This is an optimization exercise on Yosys and OpenROAD, whose aim is small area, a short achievable clock period and few clock cycles per item, not a production implementation.
Function was checked by simulation only, so behaviour that the tests miss may differ from the original.
Power is estimated from default activity; no workload was simulated.

==> flow/design.v (excerpt) <==
module pga16 (
    input  wire        clk,
    input  wire        rst,           
    input  wire        host_we,
    input  wire [3:0]  host_addr,
    input  wire [31:0] host_wdata,
    output reg  [31:0] host_rdata,
    output wire        mem_valid,
    output wire        mem_we,
    output wire [31:0] mem_addr,
    output wire [7:0]  mem_wdata,
    input  wire        mem_ready,
    input  wire [7:0]  mem_rdata,
    input  wire        mem_err
);
Size in the first run: ~270 flip-flops, about 0.020 mm² of cells after synthesis.
export LEC_CHECK = 0
export ABC_AREA = 1
export CAP_MARGIN = 20
export CORE_MARGIN = 2
export CORE_UTILIZATION = 40
export CTS_BUF_LIST = sky130_fd_sc_hd__clkbuf_8
export CTS_CLUSTER_DIAMETER = 60
export CTS_CLUSTER_SIZE = 12
export SLEW_MARGIN = 20
create_clock -name core_clock -period 33.0 [get_ports {clk}]
standard.sh (not shown) runs the stock make flow with config.mk's settings and CLKGATE_MAP_FILE= SYNTH_SCRIPT=/design/flow/synth_recipe.tcl, a recipe that flattens the netlist after the stock synthesis.
==> flow/flow/run.sh <==
#!/bin/bash
# The standard layout (standard.sh), with these changes to how it is made:
#  - synthesis runs from a copy of ORFS's scripts folder in which
#    * Yosys's synth skips its quick ABC pass before the adder extraction
#      (synth -run fine: -noabc), so the full adders written in the RTL reach
#      extract_fa as written, and
#  - the port buffers are buf_1 cells instead of the default delay-buffer cell;
#  - repair_timing works with a setup margin, so that it shortens the longest
#    paths although the 33 ns clock leaves them slack.
# The make output goes to make_finish.log in this folder; ORFS keeps each
# step's log under orfs/logs.
set -euo pipefail
work=$PWD
rm -rf "$work/scripts"
cp -r "$FLOW_HOME/scripts" "$work/scripts"
cp "$work/flow/abc_area.script" "$work/scripts/abc_area.script"
sed -i 's/-run fine: {\*}\$synth_full_args/-run fine: -noabc {*}$synth_full_args/' "$work/scripts/synth.tcl"
grep -q -- '-run fine: -noabc' "$work/scripts/synth.tcl"
bash standard.sh SCRIPTS_DIR="$work/scripts" \
    BUFFER_PORTS_ARGS="-buffer_cell sky130_fd_sc_hd__buf_1" \
    SETUP_SLACK_MARGIN=18.2 finish > make_finish.log 2>&1
==> flow/flow/abc_area.script <==
strash
dch
map -a
strash
dch
map -a
strash
dch
map -a
topo
stime -c
dnsize -c
The first run ran to the end with no violations.
Testbench counts at the start, summed over its fixed seeds: cycles 36,384, windows 8,872.
==> next run, changes <==
--- a/flow/flow/run.sh
+++ b/flow/flow/run.sh
@@ -19,3 +19,3 @@
 bash standard.sh SCRIPTS_DIR="$work/scripts" \
     BUFFER_PORTS_ARGS="-buffer_cell sky130_fd_sc_hd__buf_1" \
-    SETUP_SLACK_MARGIN=18.2 finish > make_finish.log 2>&1
+    SETUP_SLACK_MARGIN=18.5 finish > make_finish.log 2>&1
What happened:
- combinational power stays flat
- wire length is higher by 2.4%
- clock power is lower by 15%
- power is lower by 3.4%
- synthesized area is unchanged
==> next run, changes <==
--- a/flow/config.mk
+++ b/flow/config.mk
@@ -9,5 +9,5 @@
 export CAP_MARGIN = 20
 export CORE_MARGIN = 2
-export CORE_UTILIZATION = 40
+export CORE_UTILIZATION = 55
 export CTS_BUF_LIST = sky130_fd_sc_hd__clkbuf_8
 export CTS_CLUSTER_DIAMETER = 60
Effect: Final area barely changes. Hold slack hardly moves. Power climbs by a few percent. Via count is about the same. Cell count drops by a few percent. Die area drops by a quarter to a third.
==> next run, changes <==
==> flow/flow/abc_area.script (replaced) <==
strash
dch
map -a
strash
dch
map -a
strash
dch
map -a
topo
stime -c
buffer -c
upsize -c
dnsize -c
--- a/flow/config.mk
+++ b/flow/config.mk
@@ -9,5 +9,5 @@
 export CAP_MARGIN = 20
 export CORE_MARGIN = 2
-export CORE_UTILIZATION = 55
+export CORE_UTILIZATION = 40
 export CTS_BUF_LIST = sky130_fd_sc_hd__clkbuf_8
 export CTS_CLUSTER_DIAMETER = 60
- clock power fell by about 5%
- area after synthesis rose by 2.4%
- power fell by 1.3%
- non-clock buffer count fell by 2
- wire length rose by 6.4%
- count of clock-buffer cells in the layout fell by 2
- synthesized cell count rose by 5.0%
- fmax stays flat
- via count fell by 0.58%
- flip-flop and latch count stays the same
==> next run, changes <==
--- a/flow/flow/run.sh
+++ b/flow/flow/run.sh
@@ -19,3 +19,3 @@
 bash standard.sh SCRIPTS_DIR="$work/scripts" \
     BUFFER_PORTS_ARGS="-buffer_cell sky130_fd_sc_hd__buf_1" \
-    SETUP_SLACK_MARGIN=18.5 finish > make_finish.log 2>&1
+    SETUP_SLACK_MARGIN=18.8 finish > make_finish.log 2>&1
==> flow/flow/abc_area.script (replaced) <==
strash
dch
map -a
strash
dch
map -a
strash
dch
map -a
topo
stime -c
dnsize -c
Routed wire length came out lower by 3.5%.
Sequential share of layout area came out lower by 0.66 points.
Worst setup slack is worse by 0.0086 ns.
Register-to-register slack is better by 0.34 ns.
Total power stays flat.
Via count came out higher by 0.57%.
Cell area came out higher by 2.2%.
First-iteration DRC count came out lower by 2.6%.


## run 1
pga16, a different RTL version from the one above (not shown whole).
For scale: roughly 270 flip-flops, roughly 120 I/O pins, about 0.020 sq mm of cells after synthesis.
Settings: LEC_CHECK=0, ABC_AREA=1, CAP_MARGIN=20, CORE_MARGIN=2, CORE_UTILIZATION=40, CTS_BUF_LIST=sky130_fd_sc_hd__clkbuf_8, CTS_CLUSTER_SIZE=30, SLEW_MARGIN=20; clock period 33.0 ns.
==> flow/flow/run.sh <==
#!/bin/bash
# The standard layout (standard.sh), with these changes to how it is made:
#  - the port buffers are buf_2 cells instead of the default delay-buffer cell;
#  - repair_timing works with a setup margin, so that it shortens the longest
#    paths although the 33 ns clock leaves them slack.
# The make output goes to make_finish.log in this folder; ORFS keeps each
# step's log under orfs/logs.
set -euo pipefail
work=$PWD
rm -rf "$work/scripts"
cp -r "$FLOW_HOME/scripts" "$work/scripts"
cp "$work/flow/abc_area.script" "$work/scripts/abc_area.script"
bash standard.sh SCRIPTS_DIR="$work/scripts" \
    BUFFER_PORTS_ARGS="-buffer_cell sky130_fd_sc_hd__buf_2" \
    SETUP_SLACK_MARGIN=18.0 finish > make_finish.log 2>&1
==> flow/flow/abc_area.script <==
strash
dch
map -a
strash
dch
map -a
strash
dch
map -a
topo
stime -c
buffer -c
upsize -c
dnsize -c
Testbench counts of run 1, summed over its fixed seeds: cycles 36,384, windows 8,872.
Setup changes, run 1 to run 2
diff --git a/flow/flow/run.sh b/flow/flow/run.sh
--- a/flow/flow/run.sh
+++ b/flow/flow/run.sh
@@ -14,2 +14,2 @@
     BUFFER_PORTS_ARGS="-buffer_cell sky130_fd_sc_hd__buf_2" \
-    SETUP_SLACK_MARGIN=18.0 finish > make_finish.log 2>&1
+    SETUP_SLACK_MARGIN=18.5 finish > make_finish.log 2>&1
### Flow results
Compared with run 1, run 2 shows total routing usage reported by global routing higher by 0.30 points.
Cmp run 1 and run 2 / total of fill cells in the finished design / higher: run 1
Between run 1 and run 2, routed wire length increased.
Fmax: run 2 above run 1
Diff run 1 -> run 2 | area of the multi-input gates | up slightly
What run 3 does differently from run 2 at the input level:
diff --git a/flow/config.mk b/flow/config.mk
--- a/flow/config.mk
+++ b/flow/config.mk
@@ -11,4 +11,5 @@
 export CORE_UTILIZATION = 40
-export CTS_BUF_LIST = sky130_fd_sc_hd__clkbuf_8
-export CTS_CLUSTER_SIZE = 30
+export CTS_BUF_LIST = sky130_fd_sc_hd__clkbuf_16
+export CTS_CLUSTER_DIAMETER = 80
+export CTS_CLUSTER_SIZE = 20
 export SLEW_MARGIN = 20
[summary]
Cells: run 3 has fewer instances than run 2. Run 3 ends up with lower number of cell instances on the worst register-to-register path than run 2 does. Comparing clock input transition at the sequential cells of the worst setup and hold paths for run 3 and run 2, the smaller number came from run 2. Wire length of the first global-routing pass (run 3 over run 2): decrease, 0.98%. Run 3 vs run 2, clock tree buffer count of the final layout went down by 59%. Area of all placed cells without fillers (run 3 over run 2): decrease, about 1.7%. Re end-of-flow core utilization: run 2 was higher than run 3. Re clock network fraction of total power: run 2 was higher than run 3. Compared to run 2, run 3 has cell-internal power about 7.5% lower. Portion of the clock cycle consumed by the worst path in the final layout: run 2 vs run 3 — no meaningful difference.
Changes in run 4 relative to run 3:
diff --git a/flow/config.mk b/flow/config.mk
--- a/flow/config.mk
+++ b/flow/config.mk
@@ -11,5 +11,5 @@
 export CORE_UTILIZATION = 40
-export CTS_BUF_LIST = sky130_fd_sc_hd__clkbuf_16
-export CTS_CLUSTER_DIAMETER = 80
-export CTS_CLUSTER_SIZE = 20
+export CTS_BUF_LIST = sky130_fd_sc_hd__clkbuf_8
+export CTS_CLUSTER_DIAMETER = 60
+export CTS_CLUSTER_SIZE = 12
 export SLEW_MARGIN = 20
[summary]
Delta (run 4 minus run 3): clock network latency to the later pin of the worst-skew pair went up 90 ps; die area held; post-route fraction of the period consumed by the critical path level.
Run 4 completed; timing, DRC and antenna clean
--- input diff run 4..run 5 ---
diff --git a/flow/config.mk b/flow/config.mk
--- a/flow/config.mk
+++ b/flow/config.mk
@@ -10,3 +10,3 @@
 export CORE_MARGIN = 2
-export CORE_UTILIZATION = 40
+export CORE_UTILIZATION = 55
 export CTS_BUF_LIST = sky130_fd_sc_hd__clkbuf_8
### Flow results
Run 5 against run 4: global-route usage went up; placement-stage worst setup slack increased 69 ps; worst-case vdd ir drop went up 0.000017 V.
Run comparison: run 4 origin of the worst setup path host_addr[2]; run 5 origin of the worst setup path host_addr[3]
Diff run 5 and run 4: proportion of cell area spent on the clock network lower in run 4
Timing, DRC, antenna: 0 failures across run 5 and run 4
Cell area after layout on run 5 is ahead of run 4.
In run 5, total power consumption of the routed design is higher than in run 4.
As of run 5, first-pass GRT wire length had fallen by a few percent compared to run 4.
For run 4, the end point of the critical path was host_rdata[24], unlike run 5, where it was host_rdata[1].
On area growth from synthesis to final layout, the higher figure sits with run 4, not run 5.
From run 4 to run 5, number of ports placed on the die boundary did not move at all.

## re-timing with driven ports
Ports are ideal in the flow. The routed layouts listed here were re-timed in OpenROAD.
Step 1, drivers: a clkbuf_16 drives clk and a buf_2 each remaining input, both assumed.
Step 2 times the ports against the registers' clock, not the clock port: input delays grow and output delays shrink by t, the midpoint of the rising clock arrivals with the driver on.
Three values: ideal ports, drivers, drivers and shift; two values: the first two.
run | t (ns) | setup WS [ns] | clock arrival spread, ns | worst slew at a driven data input, ns
the first run of note 1 | 0.674 | 18.270 / 18.186 / 18.186 | 0.030 / 0.030 | 0.11
the second run of note 1 | 0.706 | 18.521 / 18.492 / 18.434 | 0.088 / 0.088 | 0.10
the third run of note 1 | 0.651 | 18.520 / 18.472 / 18.409 | 0.045 / 0.045 | 0.08
the fourth run of note 1 | 0.699 | 18.515 / 18.459 / 18.459 | 0.099 / 0.099 | 0.08
the fifth run of note 1 | 0.683 | 18.506 / 18.465 / 18.465 | 0.026 / 0.026 | 0.12
run 1 | 0.686 | 18.132 / 18.087 / 18.087 | 0.073 / 0.073 | 0.11
run 2 | 0.690 | 18.504 / 18.454 / 18.454 | 0.075 / 0.074 | 0.11
run 3 | 0.636 | 18.503 / 18.458 / 18.458 | 0.022 / 0.022 | 0.11
run 4 | 0.723 | 18.487 / 18.437 / 18.437 | 0.024 / 0.024 | 0.11
run 5 | 0.662 | 18.486 / 18.463 / 18.463 | 0.053 / 0.053 | 0.09
After both steps setup and hold are still met in every run listed. The setup slack of the third run of note 1, which loses most, moves by -0.048 ns with the drivers and by -0.111 ns with both steps.
